What follows belongs to an exercise in optimizing a design on an open flow for small area, a short achievable clock period and few clock cycles; a production flow would make more cautious choices.
Where RTL was checked, it was by simulation tests only, not by an equivalence proof against the original.
No activity file was given, so power comes from the tool's default toggle rates.

==> run Z <==
==> flow/design.v <==
module frame_codec (
    input  wire        clk,
    input  wire        rst,           
    input  wire        enc_start,
    input  wire        enc_abort,
    input  wire        enc_ext,
    input  wire        enc_dir,       
    input  wire [7:0]  enc_nt,
    input  wire [7:0]  enc_id,
    input  wire [7:0]  enc_attr,
    input  wire [7:0]  enc_opcode,
    input  wire [15:0] enc_pl_len,
    output wire [15:0] pl_addr,       
    input  wire [7:0]  pl_rdata,
    output wire        tx_valid,      
    output wire [7:0]  tx_data,
    input  wire        tx_ready,
    output wire [1:0]  enc_st,
    output wire [1:0]  enc_err,
    output wire [2:0]  enc_cause,
    output wire [15:0] enc_check,
    input  wire        dec_start,
    input  wire        dec_abort,
    input  wire        dec_dir,
    input  wire        rx_valid,      
    input  wire [7:0]  rx_data,
    output wire        rx_ready,
    output wire        dpl_we,        
    output wire [15:0] dpl_waddr,
    output wire [7:0]  dpl_wdata,
    output wire [1:0]  dec_st,
    output wire [1:0]  dec_err,
    output wire [2:0]  dec_cause,
    output reg  [7:0]  dec_nt,
    output reg         dec_ext,
    output reg  [7:0]  dec_id,
    output reg  [7:0]  dec_attr,
    output reg  [7:0]  dec_opcode,
    output wire [15:0] dec_pl_len,
    output wire [15:0] dec_check
);
    localparam [7:0] FRAME_START = 8'h10, FRAME_END = 8'h16, EXT_MARK = 8'h90;
    function automatic [15:0] crc_step(input [15:0] crc, input [7:0] b);
        integer i;
        reg [15:0] c;
        begin
            c = crc ^ {b, 8'h00};
            for (i = 0; i < 8; i = i + 1)
                c = c[15] ? ((c << 1) ^ 16'h1021) : (c << 1);
            crc_step = c;
        end
    endfunction
    function automatic [3:0] legacy_len(input dir, input [7:0] opc);
        begin
            case ({dir, opc})
                {1'b0, 8'h3F}: legacy_len = {1'b1, 3'd4};    
                {1'b1, 8'h3F}: legacy_len = {1'b1, 3'd3};    
                {1'b1, 8'h21}: legacy_len = {1'b1, 3'd1};    
                default:       legacy_len = {1'b0, 3'd0};
            endcase
        end
    endfunction
    localparam [1:0] ST_IDLE = 2'd0, ST_BUSY = 2'd1, ST_DONE = 2'd2, ST_FAULT = 2'd3;
    localparam N_NT = 0, N_MARK = 1, N_ID = 2, N_ATTR = 3, N_LENLO = 4, N_LENHI = 5,
               N_OPC = 6, N_PAY = 7, N_CHK1 = 8, N_CHK2 = 9, N_END = 10;
    reg [1:0]  e_st;
    reg [1:0]  e_cause;
    reg        e_err;
    reg [10:0] e_n;
    reg        e_ext;
    reg [7:0]  e_nt, e_id, e_attr, e_opcode;
    reg [15:0] e_len;         
    reg [15:0] e_p;           
    reg [15:0] e_crc;         
    reg [7:0]  e_o;           
    reg        e_ov;          
    reg        e_og;          
    reg        e_sv;          
    reg        e_rv;          
    wire [3:0]  e_tab   = legacy_len(enc_dir, enc_opcode);
    wire        e_c1    = !enc_ext && enc_opcode == EXT_MARK;
    wire        e_c2    = !enc_ext && !e_tab[3];
    wire        e_c3    = enc_ext ? (enc_pl_len == 16'hFFFF) : (enc_pl_len != {13'd0, e_tab[2:0]});
    wire [1:0]  e_ncause = e_c1 ? 2'd1 : e_c2 ? 2'd2 : e_c3 ? 2'd3 : 2'd0;
    wire        e_fire  = e_ov && tx_ready;
    wire        e_free  = !e_ov || tx_ready;
    wire        e_pend  = e_sv || e_rv;
    wire        e_more  = e_p != e_len;
    wire        e_ldpay = e_free && e_n[N_PAY];
    wire        e_iss   = e_more && !(e_pend && !e_ldpay);
    wire [15:0] e_pinc  = e_p + 16'd1;
    wire [15:0] e_crcs  = crc_step(e_crc, e_o);
    wire [7:0]  e_sum   = e_crc[7:0] - e_o;
    wire [15:0] e_crcn  = e_ext ? e_crcs : {e_crc[15:8], e_sum};
    wire        e_topay = e_pend || e_more;       
    wire [7:0]  e_src =
        ({8{e_n[N_NT]}}    & e_nt) |
        ({8{e_n[N_MARK]}}  & (e_ext ? EXT_MARK : e_opcode)) |
        ({8{e_n[N_ID]}}    & e_id) |
        ({8{e_n[N_ATTR]}}  & e_attr) |
        ({8{e_n[N_LENLO]}} & e_pinc[7:0]) |
        ({8{e_n[N_LENHI]}} & e_pinc[15:8]) |
        ({8{e_n[N_OPC]}}   & e_opcode) |
        ({8{e_n[N_PAY]}}   & (e_sv ? e_id : pl_rdata)) |
        ({8{e_n[N_CHK1]}}  & (e_ext ? e_crc[15:8] : e_crc[7:0])) |
        ({8{e_n[N_CHK2]}}  & (e_ext ? e_crc[7:0] : FRAME_END));
    wire        e_srcv = !e_n[N_END] && (!e_n[N_PAY] || e_pend) && (!e_n[N_CHK1] || !e_ov);
    wire [10:0] e_nn;
    assign e_nn[N_NT]    = 1'b0;
    assign e_nn[N_MARK]  = e_n[N_NT];
    assign e_nn[N_ID]    = e_n[N_MARK] && e_ext;
    assign e_nn[N_ATTR]  = e_n[N_ID];
    assign e_nn[N_LENLO] = e_n[N_ATTR];
    assign e_nn[N_LENHI] = e_n[N_LENLO];
    assign e_nn[N_OPC]   = e_n[N_LENHI];
    assign e_nn[N_PAY]   = ((e_n[N_MARK] && !e_ext) || e_n[N_OPC]) ? e_topay : (e_n[N_PAY] && e_more);
    assign e_nn[N_CHK1]  = ((e_n[N_MARK] && !e_ext) || e_n[N_OPC]) ? !e_topay : (e_n[N_PAY] && !e_more);
    assign e_nn[N_CHK2]  = e_n[N_CHK1];
    assign e_nn[N_END]   = e_n[N_CHK2];
    assign enc_st    = e_st;
    assign enc_err   = {1'b0, e_err};
    assign enc_cause = {1'b0, e_cause};
    assign enc_check = e_crc;
    assign pl_addr   = e_p;
    assign tx_valid  = e_ov;
    assign tx_data   = e_o;
    always @(posedge clk) begin
        if (rst || enc_abort) begin
            e_st    <= ST_IDLE;
            e_cause <= 2'd0;
            e_err   <= 1'b0;
            e_ov    <= 1'b0;
        end else if (e_st != ST_BUSY) begin
            if (enc_start) begin
                e_cause <= e_ncause;
                e_err   <= e_ncause != 2'd0;
                e_st    <= (e_ncause != 2'd0) ? ST_FAULT : ST_BUSY;
                e_ov    <= e_ncause == 2'd0;
            end
        end else if (e_fire && e_n[N_END]) begin
            e_st <= ST_DONE;
            e_ov <= 1'b0;
        end else if (e_free)
            e_ov <= e_srcv;
    end
    always @(posedge clk) begin
        if (e_st != ST_BUSY) begin
            if (enc_start) begin
                e_ext    <= enc_ext;
                e_nt     <= enc_nt;
                e_id     <= enc_id;
                e_attr   <= enc_attr;
                e_opcode <= enc_opcode;
                e_len    <= enc_pl_len;
                e_p      <= enc_pl_len;
                e_o      <= FRAME_START;
                e_og     <= 1'b0;
                e_n      <= 11'd1 << N_NT;
                e_crc    <= {8'd0, {8{!enc_ext}}};
                e_sv     <= 1'b0;
                e_rv     <= 1'b0;
            end
        end else begin
            if (e_fire && e_og) e_crc <= e_crcn;
            if (e_free) begin
                e_o  <= e_src;
                e_og <= |e_n[N_PAY:N_NT];
                if (e_srcv) e_n <= e_nn;
            end
            e_rv <= e_iss;
            if (e_sv ? !e_ldpay : (e_rv && !e_ldpay)) begin
                if (!e_sv) e_id <= pl_rdata;
                e_sv <= 1'b1;
            end else
                e_sv <= 1'b0;
            if (e_free && ((e_n[N_NT] && !e_ext) || e_n[N_LENHI]))
                e_p <= 16'd0;
            else if (e_iss)
                e_p <= e_pinc;
        end
    end
    localparam [3:0] D_HUNT = 4'd0, D_NT = 4'd1, D_OPC = 4'd2, D_XID = 4'd3, D_XATTR = 4'd4,
                     D_XLO = 4'd5, D_XHI = 4'd6, D_XOPC = 4'd7, D_PAY = 4'd8,
                     D_CK1 = 4'd9, D_CK2 = 4'd10;
    reg [1:0]  d_st;
    reg        d_rx;          
    reg [3:0]  d_pos;
    reg [7:0]  d_b;           
    reg        f_nt;          
    reg        f_step;        
    reg        f_lopc;        
    reg        f_lpay;        
    reg        f_we;          
    reg        f_ck1, f_ck2;  
    reg        d_dir;
    reg [15:0] d_crc;         
    reg        d_bad;
    reg [15:0] d_cnt;         
    reg [15:0] d_rem;         
    reg [2:0]  d_cause;
    reg [1:0]  d_err;
    wire        d_take  = d_rx && rx_valid;
    wire [7:0]  rb      = rx_data;
    wire        rb_mark = rb == EXT_MARK;
    wire [3:0]  d_tab   = legacy_len(d_dir, rb);
    wire        d_last  = d_rem == 16'd1;
    wire [15:0] d_crcs  = crc_step(f_nt ? 16'd0 : d_crc, d_b);
    wire [7:0]  d_sum   = (f_lopc ? dec_nt : d_crc[7:0]) + d_b;
    assign dec_st     = d_st;
    assign dec_err    = d_err;
    assign dec_cause  = d_cause;
    assign rx_ready   = d_rx;
    assign dpl_we     = f_we;
    assign dpl_waddr  = d_cnt;
    assign dpl_wdata  = d_b;
    assign dec_pl_len = d_cnt;
    assign dec_check  = d_crc;
    always @(posedge clk) d_b <= rb;
    always @(posedge clk) begin
        if (rst || dec_abort) begin
            d_st    <= ST_IDLE;
            d_rx    <= 1'b0;
            d_cause <= 3'd0;
            d_err   <= 2'd0;
            f_we    <= 1'b0;
            f_ck2   <= 1'b0;
        end else begin
            f_we  <= d_take && d_pos == D_PAY;
            f_ck2 <= d_take && d_pos == D_CK2;
            if (d_st != ST_BUSY) begin
                if (dec_start) begin
                    d_cause <= 3'd0;
                    d_err   <= 2'd0;
                    d_st    <= ST_BUSY;
                    d_rx    <= 1'b1;
                end
            end else if (d_take) begin
                case (d_pos)
                    D_OPC: if (!rb_mark && !d_tab[3]) begin
                        d_cause <= 3'd4; d_err <= 2'd2; d_st <= ST_FAULT; d_rx <= 1'b0;
                    end
                    D_XHI: if (rb == 8'd0 && d_rem[7:0] == 8'd0) begin
                        d_cause <= 3'd5; d_err <= 2'd2; d_st <= ST_FAULT; d_rx <= 1'b0;
                    end
                    D_CK2: d_rx <= 1'b0;      
                    default: ;
                endcase
            end
            if (f_ck2) begin
                if (dec_ext) begin
                    if (d_bad || d_b != d_crc[7:0]) begin
                        d_cause <= 3'd3; d_err <= 2'd1; d_st <= ST_FAULT;
                    end else
                        d_st <= ST_DONE;
                end else if (d_bad) begin
                    d_cause <= 3'd1; d_err <= 2'd1; d_st <= ST_FAULT;
                end else if (d_b != FRAME_END) begin
                    d_cause <= 3'd2; d_err <= 2'd1; d_st <= ST_FAULT;
                end else
                    d_st <= ST_DONE;
            end
        end
    end
    always @(posedge clk) begin
        f_nt   <= d_take && d_pos == D_NT;
        f_step <= d_take && (d_pos == D_NT || (d_pos == D_OPC && rb_mark) ||
                             (d_pos >= D_XID && d_pos <= D_XOPC) || (d_pos == D_PAY && dec_ext));
        f_lopc <= d_take && d_pos == D_OPC && !rb_mark;
        f_lpay <= d_take && d_pos == D_PAY && !dec_ext;
        f_ck1  <= d_take && d_pos == D_CK1;
        if (d_st != ST_BUSY) begin
            if (dec_start) begin
                d_dir <= dec_dir;
                d_pos <= D_HUNT;
            end
        end else if (d_take) begin
            case (d_pos)
                D_HUNT: if (rb == FRAME_START) d_pos <= D_NT;
                D_NT: begin
                    dec_nt   <= rb;
                    dec_id   <= 8'd0;       
                    dec_attr <= 8'd0;
                    d_pos    <= D_OPC;
                end
                D_OPC: begin                
                    dec_ext    <= rb_mark;
                    dec_opcode <= rb;
                    d_rem      <= {13'd0, d_tab[2:0]};
                    d_pos      <= rb_mark ? D_XID : D_PAY;
                end
                D_XID: begin
                    dec_id <= rb;
                    d_pos  <= D_XATTR;
                end
                D_XATTR: begin
                    dec_attr <= rb;
                    d_pos    <= D_XLO;
                end
                D_XLO: begin
                    d_rem[7:0] <= rb;
                    d_pos      <= D_XHI;
                end
                D_XHI: begin
                    d_rem[15:8] <= rb;
                    d_pos       <= D_XOPC;
                end
                D_XOPC, D_PAY: begin
                    if (d_pos == D_XOPC) dec_opcode <= rb;
                    d_rem <= d_rem - 16'd1;
                    d_pos <= d_last ? D_CK1 : D_PAY;
                end
                D_CK1:   d_pos <= D_CK2;
                default: ;
            endcase
        end
        if (f_step) d_crc <= d_crcs;
        if (f_lopc || f_lpay) d_crc[7:0] <= d_sum;
        if (f_we) d_cnt <= d_cnt + 16'd1;
        if (d_st != ST_BUSY && dec_start) d_cnt <= 16'd0;
        if (f_ck1) begin
            if (dec_ext) begin
                d_bad       <= d_b != d_crc[15:8];
                d_crc[15:8] <= d_b;
            end else begin
                d_bad <= d_b != ~d_crc[7:0];
                d_crc <= {8'd0, d_b};
            end
        end
        if (f_ck2 && dec_ext) d_crc[7:0] <= d_b;
    end
endmodule
==> flow/flow/run.sh <==
#!/bin/bash
# The standard layout, with every port buffered by a plain buffer (buf_1) instead of the
# delay buffer buffer_ports picks by default; repair upsizes it where timing needs.
set -euo pipefail
export BUFFER_PORTS_ARGS="-buffer_cell sky130_fd_sc_hd__buf_1"
bash standard.sh finish > standard.log 2>&1
==> flow/standard.sh <==
#!/bin/bash
# synth_recipe.tcl (not shown) runs the flow's synth.tcl, then flattens the netlist and writes it again
# the make line also repeats each setting of config.mk as NAME=value (left out here)
make -C /OpenROAD-flow-scripts/flow DESIGN_CONFIG=/design/flow/config.mk WORK_HOME=/design/flow/orfs CLKGATE_MAP_FILE= SYNTH_SCRIPT=/design/flow/synth_recipe.tcl "${@:-finish}"
==> flow/config.mk <==
export PLATFORM = sky130hd
export DESIGN_NAME = frame_codec
export DESIGN_NICKNAME = frame_codec
export VERILOG_FILES = /design/flow/design.v
export SDC_FILE = /design/flow/constraint.sdc
export NUM_CORES = 4
export LEC_CHECK = 0
export CAP_MARGIN = 20
export CORE_MARGIN = 2
export CORE_UTILIZATION = 55
export CTS_CLUSTER_DIAMETER = 100
export CTS_CLUSTER_SIZE = 20
export SETUP_SLACK_MARGIN = 3.65
export SLEW_MARGIN = 20
==> flow/constraint.sdc <==
create_clock -name core_clock -period 6.0 [get_ports {clk}]
set_input_delay 1.2000 -clock core_clock [delete_from_list [all_inputs] [get_ports {clk}]]
set_output_delay 1.2000 -clock core_clock [all_outputs]
set_load 0.01 [all_outputs]
==> inputs of run D, as changes to run Z <==
--- a/flow/design.v
+++ b/flow/design.v
@@ -77,3 +77,4 @@
     reg        e_og;          
-    reg        e_sv;          
+    reg [7:0]  e_s;           
+    reg        e_sv;
     reg        e_rv;          
@@ -103,6 +104,6 @@
         ({8{e_n[N_OPC]}}   & e_opcode) |
-        ({8{e_n[N_PAY]}}   & (e_sv ? e_id : pl_rdata)) |
-        ({8{e_n[N_CHK1]}}  & (e_ext ? e_crc[15:8] : e_crc[7:0])) |
+        ({8{e_n[N_PAY]}}   & (e_sv ? e_s : pl_rdata)) |
+        ({8{e_n[N_CHK1]}}  & (e_ext ? e_crcn[15:8] : e_crcn[7:0])) |
         ({8{e_n[N_CHK2]}}  & (e_ext ? e_crc[7:0] : FRAME_END));
-    wire        e_srcv = !e_n[N_END] && (!e_n[N_PAY] || e_pend) && (!e_n[N_CHK1] || !e_ov);
+    wire        e_srcv = !e_n[N_END] && (!e_n[N_PAY] || e_pend);
     wire [10:0] e_nn;
@@ -171,3 +172,3 @@
             if (e_sv ? !e_ldpay : (e_rv && !e_ldpay)) begin
-                if (!e_sv) e_id <= pl_rdata;
+                if (!e_sv) e_s <= pl_rdata;
                 e_sv <= 1'b1;
==> flow/flow/run.sh (replaced) <==
#!/bin/bash
# The standard layout, with every port buffered by a plain buffer (buf_1) instead of the
# delay buffer buffer_ports picks by default (repair upsizes it where timing needs), and
# clock tree synthesis without the dummy loads it adds for balancing.
set -euo pipefail
export BUFFER_PORTS_ARGS="-buffer_cell sky130_fd_sc_hd__buf_1"
export CTS_ARGS="-sink_clustering_enable -repair_clock_nets -sink_clustering_size 20 -sink_clustering_max_diameter 100 -dont_use_dummy_load"
bash standard.sh finish > standard.log 2>&1
- SETUP_SLACK_MARGIN: 3.65 -> 3.6
==> inputs of run E, as changes to run Z <==
--- a/flow/design.v
+++ b/flow/design.v
@@ -77,3 +77,4 @@
     reg        e_og;          
-    reg        e_sv;          
+    reg [7:0]  e_s;           
+    reg        e_sv;
     reg        e_rv;          
@@ -103,6 +104,6 @@
         ({8{e_n[N_OPC]}}   & e_opcode) |
-        ({8{e_n[N_PAY]}}   & (e_sv ? e_id : pl_rdata)) |
-        ({8{e_n[N_CHK1]}}  & (e_ext ? e_crc[15:8] : e_crc[7:0])) |
+        ({8{e_n[N_PAY]}}   & (e_sv ? e_s : pl_rdata)) |
+        ({8{e_n[N_CHK1]}}  & (e_ext ? e_crcn[15:8] : e_crcn[7:0])) |
         ({8{e_n[N_CHK2]}}  & (e_ext ? e_crc[7:0] : FRAME_END));
-    wire        e_srcv = !e_n[N_END] && (!e_n[N_PAY] || e_pend) && (!e_n[N_CHK1] || !e_ov);
+    wire        e_srcv = !e_n[N_END] && (!e_n[N_PAY] || e_pend);
     wire [10:0] e_nn;
@@ -171,3 +172,3 @@
             if (e_sv ? !e_ldpay : (e_rv && !e_ldpay)) begin
-                if (!e_sv) e_id <= pl_rdata;
+                if (!e_sv) e_s <= pl_rdata;
                 e_sv <= 1'b1;
- CORE_UTILIZATION: 55 -> 65
- SETUP_SLACK_MARGIN: 3.65 -> 3.6
==> inputs of run A, as changes to run Z <==
--- a/flow/design.v
+++ b/flow/design.v
@@ -77,3 +77,4 @@
     reg        e_og;          
-    reg        e_sv;          
+    reg [7:0]  e_s;           
+    reg        e_sv;
     reg        e_rv;          
@@ -103,6 +104,6 @@
         ({8{e_n[N_OPC]}}   & e_opcode) |
-        ({8{e_n[N_PAY]}}   & (e_sv ? e_id : pl_rdata)) |
-        ({8{e_n[N_CHK1]}}  & (e_ext ? e_crc[15:8] : e_crc[7:0])) |
+        ({8{e_n[N_PAY]}}   & (e_sv ? e_s : pl_rdata)) |
+        ({8{e_n[N_CHK1]}}  & (e_ext ? e_crcn[15:8] : e_crcn[7:0])) |
         ({8{e_n[N_CHK2]}}  & (e_ext ? e_crc[7:0] : FRAME_END));
-    wire        e_srcv = !e_n[N_END] && (!e_n[N_PAY] || e_pend) && (!e_n[N_CHK1] || !e_ov);
+    wire        e_srcv = !e_n[N_END] && (!e_n[N_PAY] || e_pend);
     wire [10:0] e_nn;
@@ -171,3 +172,3 @@
             if (e_sv ? !e_ldpay : (e_rv && !e_ldpay)) begin
-                if (!e_sv) e_id <= pl_rdata;
+                if (!e_sv) e_s <= pl_rdata;
                 e_sv <= 1'b1;
- PLACE_DENSITY: not set -> 0.75
- SETUP_SLACK_MARGIN: 3.65 -> 3.6
==> run notes <==
Run E completed without violations. Run D finished clean. Run A completed with no timing, DRC or antenna violations. Run Z ran to the end with no violations.
In run A the register-to-register slack is lower than in run D, by 0.08 ns.
Clock skew: run D > run E > run Z > run A.
Of run Z and run E, run E has the higher sequential power (gap about 4%, measured against run E).
Design area: run Z is higher than run E (about 2.7%).
Die area: run A is larger than run Z (1.7%).
Synthesized cell count is about the same in run D and run Z.
Testbench counts of run D, summed over its fixed seeds: cycles 60,163.
Testbench counts of run E, summed over its fixed seeds: cycles 60,163.
Testbench counts of run A, summed over its fixed seeds: cycles 60,163.
For run Z, only the layout was checked, not whether the RTL still works.

## afterwards: timing with drivers on the ports
No port has a modelled driver above. Below, the same layouts with a new extraction and two added sets of constraints. Step 1, drivers: a clkbuf_16 drives clk and a buf_2 each remaining input, both assumed. Step 2, shift: input delay + t, output delay - t, t = (earliest + latest rising clock arrival at the registers) / 2. This alone moves slack from input paths to output paths. a / b / c = ideal ports / drivers / drivers and shift; a / b = the first two.
| run | shift t [ns] | slack for setup (ns) | worst setup path at the end | worst register clock-pin slew, ns | worst data-port slew with drivers (ns) |
|---|---|---|---|---|---|
| run Z | 0.527 | 3.507 / 3.516 / 2.989 | input to register | 0.09 / 0.09 | 0.09 |
| run D | 0.514 | 3.602 / 3.551 / 3.151 | input to register | 0.09 / 0.09 | 0.07 |
| run E | 0.532 | 3.557 / 3.542 / 3.115 | input to register | 0.10 / 0.10 | 0.09 |
| run A | 0.528 | 3.574 / 3.526 / 3.094 | input to register | 0.09 / 0.09 | 0.08 |
After both steps setup and hold are still met in every run listed. For run Z, which loses most, drivers alone change the setup slack by +0.009 ns; drivers and shift together by -0.518 ns.
